Source: an optimization exercise on an open RTL-to-GDS flow (aim: small area, a short achievable clock period and few clock cycles). Production flows keep margins and buffers that such runs may drop.
Only simulation tests tie the RTL to the original design; equivalence was not proved.
No activity file was given, so power comes from the tool's default toggle rates.

run A:
## quic_walk
module quic_walk (
    input  wire        clk,
    input  wire        rst,
    input  wire        in_valid,
    output wire        in_ready,
    input  wire [31:0] in_data,
    input  wire [2:0]  in_cnt,
    input  wire        in_last,
    output wire        frm_valid,
    output wire [3:0]  frm_kind,
    output wire [7:0]  frm_tag,
    output wire [15:0] frm_off,
    output wire [15:0] frm_len,
    output wire        done_valid,
    output wire [7:0]  done_status,
    output wire [7:0]  done_cause,
    output wire [15:0] done_nfrm,
    output wire [15:0] done_nbytes
);
Settings: LEC_CHECK=0, ABC_AREA=1, CAP_MARGIN=20, CORE_MARGIN=2, CORE_UTILIZATION=60, CTS_BUF_LIST=sky130_fd_sc_hd__clkbuf_8, PLACE_DENSITY=0.7, SETUP_SLACK_MARGIN=3.5, SLEW_MARGIN=20; clock period 8.0 ns.
standard.sh (not shown) runs the stock make flow with config.mk's settings and CLKGATE_MAP_FILE= SYNTH_SCRIPT=/design/flow/synth_recipe.tcl, a recipe that flattens the netlist after the stock synthesis.
==> flow/flow/run.sh <==
#!/bin/bash
# The standard layout (the standard.sh, all steps), with two changes to
# how it is built: the port buffers that buffer_ports inserts are plain
# sky130_fd_sc_hd__buf_1 cells (every input and output port still gets its
# own buffer), and clock tree synthesis adds no dummy loads to its leaves.
# The full output of make and of the DEF export goes to flow_make.log; ORFS
# keeps each step's own log under orfs/logs/.
set -euo pipefail
export BUFFER_PORTS_ARGS="-buffer_cell sky130_fd_sc_hd__buf_1"
export CTS_ARGS="-sink_clustering_enable -repair_clock_nets -buf_list sky130_fd_sc_hd__clkbuf_8 -dont_use_dummy_load"
bash standard.sh > flow_make.log 2>&1
Run A reached the final stage; the timing, design-rule and antenna checks on its layout passed.
Testbench counts of run A, summed over its fixed seeds: cycles 13,226.
## Diff of input files: run B against run A
# run A
export LEC_CHECK = 0
export ABC_AREA = 1
export CAP_MARGIN = 20
export CORE_MARGIN = 2
export CORE_UTILIZATION = 60
export CTS_BUF_LIST = sky130_fd_sc_hd__clkbuf_8
export PLACE_DENSITY = 0.7
export SETUP_SLACK_MARGIN = 3.5
export SLEW_MARGIN = 20
create_clock -name core_clock -period 8.0 [get_ports {clk}]
# run B
export LEC_CHECK = 0
export ABC_AREA = 1
export CAP_MARGIN = 20
export CORE_MARGIN = 2
export CORE_UTILIZATION = 50
export CTS_BUF_LIST = sky130_fd_sc_hd__clkbuf_8
export PLACE_DENSITY = 0.6
export SETUP_SLACK_MARGIN = 3.5
export SLEW_MARGIN = 20
create_clock -name core_clock -period 8.0 [get_ports {clk}]
==> flow/flow/run.sh <==
#!/bin/bash
# The standard layout (the standard.sh, all steps), with the port buffers
# that buffer_ports inserts made plain sky130_fd_sc_hd__buf_1 cells: every
# input and output port still gets its own buffer. The full output of make and
# of the DEF export goes to flow_make.log; ORFS keeps each step's own log
# under orfs/logs/.
set -euo pipefail
export BUFFER_PORTS_ARGS="-buffer_cell sky130_fd_sc_hd__buf_1"
bash standard.sh > flow_make.log 2>&1
No stage failed in run B, and the final checks on the layout all came back clean. Delta (run B minus run A): wire length of the first global-routing pass rose by about 3%, via count fell by 515, non-clock buffer count fell by 13%, setup slack of the critical path after layout fell by 23 ps.
Setup changes, run B to run C
# run B
export LEC_CHECK = 0
export ABC_AREA = 1
export CAP_MARGIN = 20
export CORE_MARGIN = 2
export CORE_UTILIZATION = 50
export CTS_BUF_LIST = sky130_fd_sc_hd__clkbuf_8
export PLACE_DENSITY = 0.6
export SETUP_SLACK_MARGIN = 3.5
export SLEW_MARGIN = 20
create_clock -name core_clock -period 8.0 [get_ports {clk}]
# run C
export LEC_CHECK = 0
export ABC_AREA = 0
export CAP_MARGIN = 20
export CORE_MARGIN = 2
export CORE_UTILIZATION = 60
export CTS_BUF_LIST = sky130_fd_sc_hd__clkbuf_8
export PLACE_DENSITY = 0.7
export SETUP_SLACK_MARGIN = 3.0
export SLEW_MARGIN = 20
create_clock -name core_clock -period 8.0 [get_ports {clk}]
Findings:
- In run C, the non-clock buffer count came out 38 below the value in run B.
- Run C completed; timing, DRC and antenna clean
- Looking at largest family of logic cells by synthesized area, the simple AND/OR/NAND/NOR gates result is from run B; the compound AO/OA/AOI/OAI gates one comes from run C.
- Compared with run B, run C shows total design power that has gone up by more than 100%.
- Looking at largest power group, the combinational cells result is from run C; the registers one comes from run B.
- Fraction of area in registers is higher on run C
The following lists how run D was set up differently from run C:
# run C
export LEC_CHECK = 0
export ABC_AREA = 0
export CAP_MARGIN = 20
export CORE_MARGIN = 2
export CORE_UTILIZATION = 60
export CTS_BUF_LIST = sky130_fd_sc_hd__clkbuf_8
export PLACE_DENSITY = 0.7
export SETUP_SLACK_MARGIN = 3.0
export SLEW_MARGIN = 20
create_clock -name core_clock -period 8.0 [get_ports {clk}]
# run D
export LEC_CHECK = 0
export ABC_AREA = 1
export CAP_MARGIN = 5
export CORE_MARGIN = 2
export CORE_UTILIZATION = 60
export CTS_BUF_LIST = sky130_fd_sc_hd__clkbuf_8
export PLACE_DENSITY = 0.7
export SETUP_SLACK_MARGIN = 3.5
export SLEW_MARGIN = 5
create_clock -name core_clock -period 8.0 [get_ports {clk}]
Run D has completed all stages; timing, DRC and antenna checks passed. Comparing run D and run C, the higher met1 track utilization from global routing is on run C. Aggregate global routing overflow: run D vs run C identical. Post-route fraction of the period consumed by the critical path down 3.7 points in run D wrt run C.

## build 76
quic_walk, a different RTL version from the one above (not shown whole).
Size in the first run: roughly 1,600 cells after synthesis, about 130 I/O pins, ~12,000 um2 of cells after synthesis.
Settings: LEC_CHECK=0, ABC_AREA=1, CAP_MARGIN=20, CORE_MARGIN=2, CORE_UTILIZATION=65, CTS_BUF_LIST=sky130_fd_sc_hd__clkbuf_8, PLACE_DENSITY=0.8, SETUP_SLACK_MARGIN=3.5, SLEW_MARGIN=20; clock period 8.0 ns.
==> flow/flow/run.sh <==
#!/bin/bash
# The standard layout (the standard.sh, all steps), with two changes to
# how it is built: the port buffers that buffer_ports inserts are plain
# sky130_fd_sc_hd__buf_1 cells (every input and output port still gets its
# own buffer), and clock tree synthesis adds no dummy loads to its leaves.
# The full output of make and of the DEF export goes to flow_make.log; ORFS
# keeps each step's own log under orfs/logs/.
set -euo pipefail
export BUFFER_PORTS_ARGS="-buffer_cell sky130_fd_sc_hd__buf_1"
export CTS_ARGS="-sink_clustering_enable -repair_clock_nets -buf_list sky130_fd_sc_hd__clkbuf_8 -dont_use_dummy_load"
bash standard.sh > flow_make.log 2>&1
Having completed the whole flow, build 76 delivered a layout that passed the timing, design-rule and antenna checks.
Testbench counts of build 76, summed over its fixed seeds: cycles 13,226.
> inputs changed (build 76 -> build 85)
- swapping 65 for 60 in CORE_UTILIZATION
- swapping 0.8 for 0.7 in PLACE_DENSITY
- swapping 3.5 for 3.75 in SETUP_SLACK_MARGIN
Findings:
- Via count: build 85 better than build 76
- Build 85 ended up with a higher transition time at the pin with the least slew margin than build 76 did.
- Summary: with build 76 as the reference, power after layout in build 85 moved up slightly.
- Against build 76, build 85 comes in 1500 um2 higher on die area.
- Going from build 76 to build 85, design area higher, relative area of non-clock buffer cells in the final design picked up an extra 1.2 points, internal power increased about 1.5%.
- Delta (build 85 minus build 76): multi-input logic portion of the cell area lost 0.39 points; first-pass GRT wire length neither gained nor lost much.
#### Input delta (build 15 over build 85)
- SETUP_SLACK_MARGIN: 3.75 -> 3.5
==> flow/flow/run.sh <==
#!/bin/bash
# The standard layout (the standard.sh, all steps), with the port buffers
# that buffer_ports inserts made plain sky130_fd_sc_hd__buf_1 cells: every
# input and output port still gets its own buffer. The full output of make and
# of the DEF export goes to flow_make.log; ORFS keeps each step's own log
# under orfs/logs/.
set -euo pipefail
export BUFFER_PORTS_ARGS="-buffer_cell sky130_fd_sc_hd__buf_1"
bash standard.sh > flow_make.log 2>&1
- Total power ends up higher on build 15.
- Between build 85 and build 15, total of cells resized after clock tree synthesis decreased.
- From build 85 to build 15 the numbers moved as follows: netlist area before placement about even; worst setup slack moved down; post-route minimum period went up; layout buffering overhead excluding clock cells decreased 1.7 points; total buffers and inverters traversed by the critical path picked up an extra 2.
- Relative to build 85, the total detailed-routing wirelength of build 15 is lower by 2.4%.
diff inputs: build 15 => build 53
- SETUP_SLACK_MARGIN: 3.5 -> 3.25
==> flow/flow/run.sh <==
#!/bin/bash
# The standard layout (the standard.sh, all steps), with two changes to
# how it is built: the port buffers that buffer_ports inserts are plain
# sky130_fd_sc_hd__buf_1 cells (every input and output port still gets its
# own buffer), and clock tree synthesis adds no dummy loads to its leaves.
# The full output of make and of the DEF export goes to flow_make.log; ORFS
# keeps each step's own log under orfs/logs/.
set -euo pipefail
export BUFFER_PORTS_ARGS="-buffer_cell sky130_fd_sc_hd__buf_1"
export CTS_ARGS="-sink_clustering_enable -repair_clock_nets -buf_list sky130_fd_sc_hd__clkbuf_8 -dont_use_dummy_load"
bash standard.sh > flow_make.log 2>&1
### Flow results
- Build 53: number of logic stages on the critical path including buffering 5 below build 15
- The lower arrival time at the worst endpoint of build 15 and build 53 is in build 15.
- Reported for build 15 and build 53, setup slack after placement turned out identical to the last digit.
- Worst hold slack: build 15 vs build 53 — no meaningful difference
- Of build 15 and build 53, build 53 shows the higher clock skew, with build 15 below it.
- Per the comparison of build 53 with build 15, sequential cell fraction of total power picked up an extra 4.9 points; area overhead of the layout relative to synthesis fell 5.0 points.
- Build 15 has higher clock-pin slew of the registers on the worst-case setup and hold paths than build 53.
- Summary of the comparison: register fraction of the total cell area is higher in build 53, relative to build 15.
- The higher cell area power density came out of build 15.

## port drivers added, routing unchanged
The flow's constraints put no driver on any port. The routed layouts listed below were extracted and timed again, unchanged, in two steps.
Step 1 (the two cells are an assumption about what drives the block):
set clk [get_ports {clk}]
set_driving_cell -lib_cell sky130_fd_sc_hd__clkbuf_16 $clk
set_driving_cell -lib_cell sky130_fd_sc_hd__buf_2 [delete_from_list [all_inputs] $clk]
Step 2 also shifts input and output timing later by t, the mid clock arrival at the registers, as if the neighbouring blocks saw the same clock.
Slacks: ideal / step 1 / step 2; pairs: ideal / step 1.
run	t, ns	setup slack, ns	worst hold slack (ns)	worst setup path after step 2	worst data-port slew with drivers (ns)
run A	0.496	3.430 / 3.387 / 3.582	0.480 / 0.480 / 0.480	register to register	0.04
run B	0.506	3.407 / 3.363 / 3.659	0.478 / 0.478 / 0.478	register to register	0.03
run C	0.514	3.101 / 3.059 / 3.199	0.494 / 0.494 / 0.494	register to register	0.03
run D	0.507	3.394 / 3.351 / 3.636	0.481 / 0.481 / 0.481	register to register	0.04
build 76	0.491	3.421 / 3.378 / 3.599	0.501 / 0.501 / 0.501	register to register	0.04
build 85	0.500	3.534 / 3.491 / 3.599	0.490 / 0.490 / 0.490	register to register	0.04
build 15	0.506	3.462 / 3.418 / 3.642	0.493 / 0.493 / 0.493	register to register	0.03
build 53	0.490	3.220 / 3.176 / 3.556	0.491 / 0.491 / 0.491	register to register	0.03
After both steps setup and hold are still met in every run listed.
